Source: an optimization exercise on an open RTL-to-GDS flow (aim: small area, a short achievable clock period and few clock cycles per item). Production flows keep margins and buffers that such runs may drop. RTL that was checked went through simulation tests only; none was proved equivalent to the original. Power and IR drop assume default switching activity.

## red
Design nmea_core, start of the top module:
module nmea_core (
    input  wire       clk,
    input  wire       rst,
    input  wire       in_valid,
    output reg        in_ready,
    input  wire [9:0] in_beat,
    output reg        out_valid,
    input  wire       out_ready,
    output reg  [9:0] out_beat
);
For scale: roughly 1500 flip-flops, roughly 40000 sq um of cells after synthesis.
clock: 8.0 ns
lec_check: 0
cap_margin: 20
core_margin: 2
core_utilization: 40
cts_buf_list: sky130_fd_sc_hd__clkbuf_16
cts_cluster_diameter: 80
cts_cluster_size: 30
place_density: 0.6
setup_slack_margin: 5.0
slew_margin: 20
run.sh (not shown) runs the stock make flow with config.mk's settings and CLKGATE_MAP_FILE= SYNTH_SCRIPT=/design/flow/synth_recipe.tcl, a recipe that flattens the netlist after the stock synthesis.
red ended with every stage complete and zero timing, DRC or antenna violations.
Testbench counts of red, summed over its fixed seeds: cycles 146,334, bytes 145,071.
Input-level comparison between blue and red:
diff --git a/flow/design.v b/flow/design.v
--- a/flow/design.v
+++ b/flow/design.v
@@ -248,26 +248,24 @@
         sz_n  = sl_z;
         sll_n = sl_le78;
         rs_n  = rs;
         e_job <= 1'b0;
         e_eos <= 1'b0;
         if (pend_end && q_room) begin
             pend_end <= 1'b0;
             e_job    <= 1'b1;
             e_eos    <= 1'b1;
         end
         if (rst) begin
             pend_end <= 1'b0;
-            e_job    <= 1'b0;
-            e_eos    <= 1'b0;
             len_n     = 7'd0; lz_n = 1'b1; ll_n = 1'b1;
             sl_n      = 7'd0; sz_n = 1'b1; sll_n = 1'b1;
             hpend   <= 1'b0;
             enabled <= 4'b1111;
             rs_n      = RS_IDLE;
         end else begin
             case (rs)
                 RS_IDLE: if (cons) begin
                     if (h_data && !h_lf) begin
                         if (len == 7'd0) lstart <= W;
                         if (sl == 7'd0) s0 <= W;
                         sdollar <= sd1;
@@ -334,25 +332,25 @@
                 end
                 RS_JOB: begin
                     e_job <= 1'b1;
                     e_eos <= rs_eos;
                     rs_n    = RS_WH;
                     wp    <= lstart;
                     len_n   = 7'd0; lz_n = 1'b1; ll_n = 1'b1;
                 end
                 RS_WH, RS_SH: begin
                     if (v_go) begin
                         len_n  = len1; lz_n = 1'b0; ll_n = len_le77;
                         rs_n   = RS_SH;
-                        if (inc(W) == s0) rs_n = RS_IDLE;
+                        if (inc(wp) == s0) rs_n = RS_IDLE;
                     end
                 end
                 default: rs_n = RS_IDLE;
             endcase
         end
         len      <= len_n;
         sl       <= sl_n;
         len_z    <= lz_n;
         len_le78 <= ll_n;
         sl_z     <= sz_n;
         sl_le78  <= sll_n;
         rs       <= rs_n;
[summary]
- red → blue: power in sequential cells now larger; detailed-route wire length on metal 1 flat.
- Row sequential share of layout area: blue lower / red higher
- Compared with red, in blue final worst-path cycle share went up 1.4 points, setup slack of the critical path after layout fell by 0.11 ns.
- Fill cell total of the finished layout in blue is 47 higher than in red
- Against red, blue reports a global-route usage that is higher.
- Delta (blue minus red): fraction of layout instances using a drive strength above 1 shows an increase of 0.44 points; proportion of total power due to net switching rose 0.87 points; non-filler instance count after layout moved down.
- Met2 routing resource usage after global routing: blue and red compared, higher one is blue
- blue vs. red: final area now larger, sequential share of the synthesized area comparable.
Testbench counts of blue, summed over its fixed seeds: cycles 146,334, bytes 145,071.


Setup of run 4:
Another version of the RTL of nmea_core (not shown whole).
For scale: ~3000 cells after synthesis, roughly 1500 flip-flops, roughly 26 I/O pins.
clock: 8.0 ns
lec_check: 0
abc_area: 1
cap_margin: 20
core_margin: 2
core_utilization: 40
cts_buf_list: sky130_fd_sc_hd__clkbuf_16
cts_cluster_diameter: 80
cts_cluster_size: 30
place_density: 0.6
setup_slack_margin: 5.0
slew_margin: 20
Testbench counts of run 4, summed over its fixed seeds: cycles 146,334, bytes 145,071.
Changes in run 3 relative to run 4:
-- flow/design.v --
<<< run 4, line 45
    reg        wr_en;
    reg  [9:0] iq0, iq1;
    wire [4:0] ic0 = bclass(iq0[7:0]);
    reg  [1:0] occ;
    wire       acc  = in_valid && in_ready;
>>> run 3, line 45
    reg        wr_en;
    reg  [9:0] iq0, iq1;
    reg  [4:0] ic0;
    reg  [1:0] occ;
    wire       acc  = in_valid && in_ready;
<<< run 4, line 184
            case ({acc, cons})
                2'b10: begin
                    if (occ == 2'd0) begin iq0 <= in_beat; end
                    else             begin iq1 <= in_beat; end
                    occ      <= occ + 2'd1;
>>> run 3, line 184
            case ({acc, cons})
                2'b10: begin
                    if (occ == 2'd0) begin iq0 <= in_beat; ic0 <= bclass(in_beat[7:0]); end
                    else             begin iq1 <= in_beat; end
                    occ      <= occ + 2'd1;
<<< run 4, line 191
                2'b01: begin
                    iq0      <= iq1;
                    occ      <= occ - 2'd1;
                    in_ready <= 1'b1;
>>> run 3, line 191
                2'b01: begin
                    iq0      <= iq1;
                    ic0      <= bclass(iq1[7:0]);
                    occ      <= occ - 2'd1;
                    in_ready <= 1'b1;
<<< run 4, line 196
                2'b11: begin
                    if (occ == 2'd1) begin
                        iq0 <= in_beat;
                    end else begin
                        iq0 <= iq1;
                        iq1 <= in_beat;
                    end
>>> run 3, line 197
                2'b11: begin
                    if (occ == 2'd1) begin
                        iq0 <= in_beat; ic0 <= bclass(in_beat[7:0]);
                    end else begin
                        iq0 <= iq1; ic0 <= bclass(iq1[7:0]);
                        iq1 <= in_beat;
                    end
Notes after the runs:
NOTE: post-synthesis instance total in run 3 exceeds that of run 4
Taking run 3 over run 4, the non-clock buffer count ratio works out to 1.05.
Compared with run 4, in run 3 post-CTS resize count +67%, worst path setup slack after routing roughly the same, upper clock frequency limit essentially unchanged.
The post-synthesis share of cell area spent on xor and xnor gates of run 4 and that of run 3 are within noise of each other.
In run 3, sequential cell area share is lower than in run 4.
| standard cell core area | run 3 vs run 4 | ≈ equal |
No functional check of the RTL was part of run 3.

[what the ideal ports hide]
Ports are ideal in the flow. The routed layouts listed here were re-timed in OpenROAD.
Step 1: set_driving_cell puts a clkbuf_16 on clk and a buf_2 on each other input, an assumption about the parent block.
Step 2 times the ports against the registers' clock, not the clock port: input delays grow and output delays shrink by t, the midpoint of the rising clock arrivals with the driver on.
Slacks: ideal ports / drivers / drivers and shift; pairs: ideal ports / drivers.
run | t (ns) | setup WS [ns] | hold slack, ns | worst setup path at the end | latest minus earliest clock arrival (ns)
red | 0.728 | 5.046 / 5.017 / 4.354 | 0.316 / 0.316 / 0.316 | input to register | 0.056 / 0.056
blue | 0.708 | 4.934 / 4.934 / 4.359 | 0.318 / 0.318 / 0.318 | input to register | 0.040 / 0.040
run 4 | 0.709 | 5.068 / 5.023 / 4.399 | 0.312 / 0.312 / 0.312 | input to register | 0.080 / 0.079
run 3 | 0.686 | 5.067 / 5.008 / 4.484 | 0.299 / 0.299 / 0.299 | input to register | 0.059 / 0.058
After both steps setup and hold are still met in every run listed. The setup slack of red, which loses most, moves by -0.029 ns with the drivers and by -0.692 ns with both steps.
